Background: an optimization exercise with open tools, aiming at small area, a short achievable clock period and few clock cycles per item. Do not read the settings as production practice. Where RTL was checked, it was by simulation tests only, not by an equivalence proof against the original.

==> trial 57 <==
// sio_core
module sio_core (
    input  wire        clk,
    input  wire        rst,
    input  wire        req_valid,
    output wire        req_ready,
    input  wire        req_evt,
    input  wire [63:0] req_data,
    input  wire        din_valid,
    output wire        din_ready,
    input  wire [7:0]  din,
    output reg         dout_valid,
    output reg  [7:0]  dout,
    output wire        rsp_valid,
    output wire [31:0] rsp,
    output reg         adp_valid,
    output reg  [15:0] adp,
    output wire        mat_req,
    output wire [7:0]  mat_len,
    input  wire [7:0]  mat_addr,
    output wire [7:0]  mat_data,
    input  wire        mat_ack,
    input  wire [31:0] mat_res
);
    localparam K    = 5;
    localparam CAP  = 1 << K;
    localparam [K-1:0] USABLE = CAP - 1;
    localparam [7:0] OP_OCCUPIED = 8'h01, OP_CAPUSE  = 8'h02, OP_ISFULL = 8'h03,
                     OP_PUSH     = 8'h04, OP_PEEK    = 8'h05, OP_POP    = 8'h06,
                     OP_WRITE    = 8'h10, OP_READ    = 8'h11,
                     OP_ENTX     = 8'h12, OP_DISTX   = 8'h13,
                     OP_ENRX     = 8'h14, OP_DISRX   = 8'h15,
                     OP_STATUS   = 8'h16, OP_FIND    = 8'h20;
    localparam [1:0] ST_IDLE = 2'd0, ST_TX = 2'd1, ST_RX = 2'd2, ST_ERR = 2'd3;
    localparam [4:0] CV_OVERFLOW = 5'd3, CV_UNDERFLOW = 5'd4, CV_STATE = 5'd5,
                     CV_MATCHER  = 5'd6, CV_ILLEGAL   = 5'd7;
    localparam [15:0] ADP_TX_ABORT = 16'h0002, ADP_RX_ONE = 16'h0003,
                      ADP_RX_ABORT = 16'h0004;
    localparam [1:0] P_ISSUE = 2'd0,    
                     P_KICK  = 2'd2,    
                     P_ADP2  = 2'd3;    
    localparam FD = 16;
    localparam FW = 4;
    localparam P = K + 1;               
    reg [7:0]   rxq_mem [0:CAP-1];
    reg [7:0]   txq_mem [0:CAP-1];
    reg [P-1:0] rx_start, rx_end, tx_start, tx_end;
    reg [P-1:0] rx_wp, tx_wp;       
    reg [1:0]   status;
    reg         rx_enabled, tx_enabled;
    reg         fault;
    reg [4:0]   fault_cause;
    reg         d_valid;
    reg [1:0]   d_ph;
    reg         d_evt;
    reg         d_occ, d_cap, d_isfull, d_push, d_peek, d_pop, d_write, d_read;
    reg         d_entx, d_distx, d_enrx, d_disrx, d_status, d_find, d_ill;
    reg         d_evrx, d_evtx, d_evill;
    reg         d_q;
    reg [23:0]  d_n;
  ...
export LEC_CHECK = 0
export ABC_CLOCK_PERIOD_IN_PS = 6000
export CAP_MARGIN = 20
export CORE_MARGIN = 2
export CORE_UTILIZATION = 40
export SETUP_SLACK_MARGIN = 3
export SLEW_MARGIN = 20
create_clock -name core_clock -period 10.0 [get_ports {clk}]
run.sh (not shown) runs the stock make flow with config.mk's settings and CLKGATE_MAP_FILE= SYNTH_SCRIPT=/design/flow/synth_recipe.tcl, a recipe that flattens the netlist after the stock synthesis.
==> inputs of trial 71, as changes to trial 57 <==
--- a/flow/design.v
+++ b/flow/design.v
@@ -6,16 +6,16 @@
     input  wire        req_evt,
     input  wire [63:0] req_data,
     input  wire        din_valid,
     output wire        din_ready,
     input  wire [7:0]  din,
-    output reg         dout_valid,
-    output reg  [7:0]  dout,
+    output wire        dout_valid,
+    output wire [7:0]  dout,
     output wire        rsp_valid,
     output wire [31:0] rsp,
-    output reg         adp_valid,
-    output reg  [15:0] adp,
+    output wire        adp_valid,
+    output wire [15:0] adp,
     output wire        mat_req,
     output wire [7:0]  mat_len,
     input  wire [7:0]  mat_addr,
     output wire [7:0]  mat_data,
     input  wire        mat_ack,
@@ -57,29 +57,30 @@
     reg         d_evrx, d_evtx, d_evill;
     reg         d_q;
     reg [23:0]  d_n;
     reg         d_nbig;        
     reg         d_nzero;       
+    reg         d_none;        
     reg [4:0]   d_off;
     reg         d_obig;        
     reg [7:0]   d_byte;        
     reg [4:0]   d_rv;          
     reg         mat_cool;      
     reg          ia_v, ib_v;
     reg          ia_q, ib_q;
-    reg [23:0]   ia_rem, ib_rem;       
+    reg [23:0]   ia_rem;               
+    reg [K-1:0]  ib_rem;               
     reg [4:0]    ia_st, ib_st;         
     reg [FW-1:0] ia_slot, ib_slot;     
     reg          oa_v, ob_v;
     reg          oa_q, ob_q;
     reg [P-1:0]  oa_ptr, ob_ptr;       
     reg [4:0]    oa_cnt, ob_cnt;       
     reg          oa_pop, ob_pop;
     reg [P-1:0]  oa_rp, ob_rp;         
     reg [FW-1:0] oa_slot, ob_slot;
     reg [5:0]    f_mem [0:FD-1];
-    reg [FD-1:0] f_held;
     reg [FW-1:0] f_head, f_tail;
     reg [FW:0]   f_cnt;
     wire [7:0]  i_opc  = req_data[7:0];
     wire        i_q    = req_data[8];
     wire        i_r0   = (req_data[15:9] == 7'd0);
@@ -136,23 +137,27 @@
     wire         pop_bad  = d_nbig || (q_occ < d_n[4:0]);
     wire [K-1:0] write_m  = (d_nbig || d_n[4:0] > tx_free) ? tx_free : d_n[4:0];
     wire [K-1:0] read_m   = (d_nbig || d_n[4:0] > rx_occ)  ? rx_occ  : d_n[4:0];
     wire        r_neg    = mat_res[31];
     wire        r_zero   = (mat_res == 32'd0);
-    wire [31:0] r_negv   = 32'd0 - mat_res;
-    wire        r_dsmall = (r_negv[31:K] == 0) && (r_negv[K-1:0] < q_occ);
-    wire [K-1:0] ff_d    = r_zero ? {4'd0, q_occ != 0} : (r_dsmall ? r_negv[K-1:0] : q_occ);
+    wire [K-1:0] r_negl  = {K{1'b0}} - mat_res[K-1:0];
+    wire        r_dsmall = (&mat_res[31:K]) && (mat_res[K-1:0] != {K{1'b0}}) && (r_negl < q_occ);
+    wire [K-1:0] ff_d    = r_zero ? {4'd0, q_occ != 0} : (r_dsmall ? r_negl : q_occ);
     wire        dc_small = (mat_res[30:24] != 7'd0) || (d_n < mat_res[23:0]);
     wire        r_big    = (mat_res[30:K] != 0) || (mat_res[K-1:0] > q_occ);
     wire [P-1:0] oa_wp   = oa_q ? tx_wp : rx_wp;
     wire [P-1:0] oa_dist = oa_wp - oa_ptr;
     wire         oa_avail = (oa_dist != {P{1'b0}}) && (!oa_dist[K] || oa_dist[K-1:0] == {K{1'b0}});
-    wire [7:0]   pa_byte = oa_q ? txq_mem[oa_ptr[K-1:0]] : rxq_mem[oa_ptr[K-1:0]];
-    wire         pc_q    = d_find ? qs : 1'b1;
-    wire [K-1:0] pc_slot = d_find ? (q_start[K-1:0] + mat_addr[K-1:0]) : tx_start[K-1:0];
-    wire [7:0]   pc_byte = pc_q ? txq_mem[pc_slot] : rxq_mem[pc_slot];
+    wire         pa_q    = mat_req ? qs : oa_q;
+    wire [K-1:0] pa_slot = mat_req ? (q_start[K-1:0] + mat_addr[K-1:0]) : oa_ptr[K-1:0];
+    wire [7:0]   pa_byte = pa_q ? txq_mem[pa_slot] : rxq_mem[pa_slot];
+    wire [7:0]   pc_byte = txq_mem[tx_start[K-1:0]];
     wire fifo_full = (f_cnt == FD);
+    wire d_isdin = d_valid && d_ph == P_ISSUE && d_write && !d_nzero && !fault &&
+                   !fifo_full && tx_room;
+    wire i_fire  = din_valid && !ia_v && d_isdin;
+    wire i_wr    = i_fire && (write_m != {K{1'b0}});
     wire kick_en = d_entx || (d_write && tx_enabled);
     wire k_some  = tx_some || (d_write && !d_nzero);    
     wire k_wait  = kick_en && k_some && ((status == ST_RX) || (status == ST_IDLE && !tx_head_ok));
     assign mat_req = d_valid && d_ph == P_ISSUE && d_find && !fault && !fifo_full &&
                      !q_pend && !mat_cool && !ob_v;
@@ -165,11 +170,11 @@
             P_ISSUE: begin
                 if (fifo_full)                   go = 1'b0;
                 else if (fault)                  go = 1'b1;
                 else if (d_evrx)                 go = (status != ST_RX) || (!rx_pend && rx_room);
                 else if (d_evtx)                 go = (status != ST_TX) || !tx_some || tx_head_ok;
-                else if (d_push || d_write)      go = d_nzero || !ib_v;
+                else if (d_push || d_write)      go = d_nzero || (d_nbig ? !ia_v : !ib_v);
                 else if (d_peek || d_pop || d_read) go = d_nzero || !ob_v;
                 else if (d_find)                 go = mat_req && mat_ack;
                 else                             go = 1'b1;
                 fin = go && (fault || !(k_wait || (d_enrx && status == ST_TX)));
             end
@@ -272,12 +277,12 @@
                     adv = read_m;
                 end
             end else if (d_write || d_entx) begin
                 if (d_write) begin
                     n_tx_end = tx_end + write_m;
-                    if (!d_nzero) begin
-                        il = 1'b1; il_st = write_m;
+                    if (!d_nzero && !(i_fire && d_none)) begin
+                        il = 1'b1; il_st = write_m - i_wr;
                     end
                 end else begin
                     n_tx_en = 1'b1;
                 end
                 n_rv = d_write ? write_m : 5'd0;
@@ -352,41 +357,44 @@
         n_tx_start = tx_start;
         if (qs) n_tx_start = tx_start + adv;
         else    n_rx_start = rx_start + adv;
     end
     wire ia_wq    = ia_q ? tx_room : rx_room;
-    assign din_ready = ia_v && (ia_st == {K{1'b0}} || ia_wq);
+    assign din_ready = ia_v ? (ia_st == {K{1'b0}} || ia_wq) : d_isdin;
     wire din_fire = din_valid && din_ready;
     wire ds_wr    = din_fire && (ia_st != {K{1'b0}});
     wire ia_done  = din_fire && (ia_rem == 24'd1);
     wire ia_busy  = ia_v && !ia_done;
+    wire [23:0] ia_src = ia_busy ? ia_rem : (ib_v ? {19'd0, ib_rem} : d_n);
+    wire        ia_dec = din_fire && (ia_busy || !ia_v);
     wire il_go    = go && il;
-    wire il_held  = (ia_v && ia_slot == f_tail && !ia_done) || (ib_v && ib_slot == f_tail);
-    wire oa_step  = oa_v && oa_avail;
+    wire oa_step  = oa_v && oa_avail && !mat_req;
     wire oa_done  = oa_step && (oa_cnt == 5'd1);
     wire oa_busy  = oa_v && !oa_done;
     wire ol_go    = go && ol;
     wire req_fire = req_valid && req_ready;
     wire deq      = rsp_valid;
     assign req_ready = !d_valid || fin;
     assign mat_len   = {3'd0, q_occ};
-    assign mat_data  = pc_byte;
-    assign rsp_valid = (f_cnt != 0) && !f_held[f_head];
+    assign mat_data  = pa_byte;
+    assign dout      = pa_byte;
+    assign dout_valid = oa_step;
+    assign adp       = o_adp_w;
+    assign adp_valid = go && o_adp;
+    assign rsp_valid = (f_cnt != 0) && !(ia_v && ia_slot == f_head) && !(oa_v && oa_slot == f_head);
     assign rsp       = {f_mem[f_head][5], 26'd0, f_mem[f_head][4:0]};
     wire         ev_wr = go && ev_we;
     wire         rx_we = ev_wr || (ds_wr && !ia_q);
     wire [K-1:0] rx_wa = ev_wr ? rx_end[K-1:0] : rx_wp[K-1:0];
     wire [7:0]   rx_wd = ev_wr ? d_byte : din;
-    wire         tx_we = ds_wr && ia_q;
+    wire         tx_we = (ds_wr && ia_q) || i_wr;
     always @(posedge clk) begin
         if (rx_we) rxq_mem[rx_wa] <= rx_wd;
         if (tx_we) txq_mem[tx_wp[K-1:0]] <= din;
         if (enq)   f_mem[f_tail] <= {enq_f, enq_v};
     end
     always @(posedge clk) begin
-        dout <= pa_byte;
-        if (go && o_adp) adp <= o_adp_w;
         if (req_fire) begin
             d_evt    <= req_evt;
             d_occ    <= !req_evt && c_occ;
             d_cap    <= !req_evt && c_cap;
             d_isfull <= !req_evt && c_isfull;
@@ -407,30 +415,29 @@
             d_evill  <= req_evt && !e_rx && !e_tx;
             d_q      <= i_q;
             d_n      <= req_data[39:16];
             d_nbig   <= (req_data[39:21] != 19'd0);
             d_nzero  <= i_n0;
+            d_none   <= (req_data[39:16] == 24'd1);
             d_off    <= req_data[44:40];
             d_obig   <= (req_data[63:45] != 19'd0);
             d_byte   <= i_byte;
         end
         if (go) d_rv <= n_rv;
+        ia_rem <= ia_src - ia_dec;
         if (ia_busy) begin
-            if (din_fire) begin
-                ia_rem <= ia_rem - 1'b1;
-                if (ds_wr) ia_st <= ia_st - 1'b1;
-            end
+            if (ds_wr) ia_st <= ia_st - 1'b1;
         end else if (ib_v) begin
-            ia_q <= ib_q; ia_rem <= ib_rem; ia_st <= ib_st; ia_slot <= ib_slot;
+            ia_q <= ib_q; ia_st <= ib_st; ia_slot <= ib_slot;
         end else begin
-            ia_q <= qs; ia_rem <= d_n; ia_st <= il_st; ia_slot <= f_tail;
+            ia_q <= qs; ia_st <= il_st; ia_slot <= f_tail;
         end
         if (il_go) begin
-            ib_q <= qs; ib_rem <= d_n; ib_st <= il_st; ib_slot <= f_tail;
+            ib_q <= qs; ib_rem <= d_n[K-1:0]; ib_st <= il_st; ib_slot <= f_tail;
         end
         if (oa_busy) begin
-            if (oa_avail) begin
+            if (oa_step) begin
                 oa_ptr <= oa_ptr + 1'b1;
                 oa_cnt <= oa_cnt - 1'b1;
                 if (oa_pop) oa_rp <= oa_rp + 1'b1;
             end
         end else if (ob_v) begin
@@ -461,18 +468,14 @@
             status      <= ST_IDLE;
             rx_enabled  <= 1'b0;
             tx_enabled  <= 1'b0;
             fault       <= 1'b0;
             fault_cause <= 5'd0;
-            dout_valid  <= 1'b0;
-            adp_valid   <= 1'b0;
             f_head      <= {FW{1'b0}};
             f_tail      <= {FW{1'b0}};
             f_cnt       <= {(FW+1){1'b0}};
         end else begin
-            dout_valid <= oa_step;
-            adp_valid  <= go && o_adp;
             mat_cool   <= mat_req && mat_ack;
             if (req_fire)      begin d_valid <= 1'b1; d_ph <= P_ISSUE; end
             else if (fin)      begin d_valid <= 1'b0; d_ph <= P_ISSUE; end
             else if (go)       d_ph <= n_ph;
             if (go) begin
@@ -485,22 +488,19 @@
                 tx_enabled  <= n_tx_en;
                 fault       <= n_fault;
                 fault_cause <= n_cause;
             end
             if (ev_wr) rx_wp <= rx_wp + 1'b1;
-            if (ds_wr) begin
-                if (ia_q) tx_wp <= tx_wp + 1'b1;
+            if (ds_wr || i_wr) begin
+                if (ia_q || i_wr) tx_wp <= tx_wp + 1'b1;
                 else      rx_wp <= rx_wp + 1'b1;
             end
             ia_v <= ia_busy || ib_v || il_go;
             ib_v <= il_go ? (ia_busy || ib_v) : (ia_busy && ib_v);
             oa_v <= oa_busy || ob_v || ol_go;
             ob_v <= ol_go ? (oa_busy || ob_v) : (oa_busy && ob_v);
             if (enq) f_tail <= f_tail + 1'b1;
             if (deq) f_head <= f_head + 1'b1;
             f_cnt <= f_cnt + enq - deq;
-            if (ia_done) f_held[ia_slot] <= 1'b0;
-            if (oa_done) f_held[oa_slot] <= 1'b0;
-            if (enq)     f_held[f_tail]  <= ol_go || il_go || il_held;
         end
     end
 endmodule
CORE_UTILIZATION = 60   (was 40)
SETUP_SLACK_MARGIN = 4   (was 3)
==> impl_metrics.tcl <==
set metrics [dict create \
    synth_top_area_share_pct 50.8 \
    finalCriticalPeriod_ns 6.95 \
    grt_setup_unrepaired "no" \
    clockNetworkAreaShare_pct 5.68 \
    r2r-end "rx_start[4]" \
    outcome "no timing/DRC/antenna violations" \
    powerComb_mw 1.32 \
    synth.area.mux_share_pct 19.0 \
    cts_resized 141 \
    n_clock_buffer 128 \
    nFillCells 10500 \
    drt-met1-wl_um 59500 \
]
(the above is from trial 57)
==> impl_metrics.tcl <==
set metrics [dict create \
    outcome "no timing/DRC/antenna violations" \
    seq_power_share_pct 44.5 \
    n_clock_buffer 121 \
    synth.area.mux_share_pct 10.3 \
    nFillCells 4774 \
    powerComb_mw 1.68 \
    r2r-end "tx_start[4]" \
    slew_violations 0 \
    cts_resized 318 \
    p_sw_mw 2.46 \
    finalCriticalPeriod_ns 6.77 \
    clockNetworkAreaShare_pct 5.64 \
    holdBufCountCts 0 \
]
(the above is from trial 71)
Testbench counts of trial 57, summed over its fixed seeds: cycles 5,908, txns 3,200.
No functional check of the RTL was part of trial 71.

[separate check: timing with driven ports]
Ports are ideal in the flow. The routed layouts listed here were re-timed in OpenROAD.
Step 1: set_driving_cell puts a clkbuf_16 on clk and a buf_2 on each other input, an assumption about the parent block.
Step 2 also shifts input and output timing later by t, the mid clock arrival at the registers, as if the neighbouring blocks saw the same clock.
Three values: ideal ports, drivers, drivers and shift; two values: the first two.
run	t (ns)	slack for setup (ns)	worst register clock-pin slew, ns	worst slew at a driven data input, ns
trial 57	0.750	3.047 / 2.989 / 2.569	0.07 / 0.07	0.09
trial 71	0.710	3.226 / 3.136 / 3.136	0.07 / 0.07	0.15
After both steps setup and hold are still met in every run listed. For trial 57, which loses most, drivers alone change the setup slack by -0.058 ns; drivers and shift together by -0.478 ns.
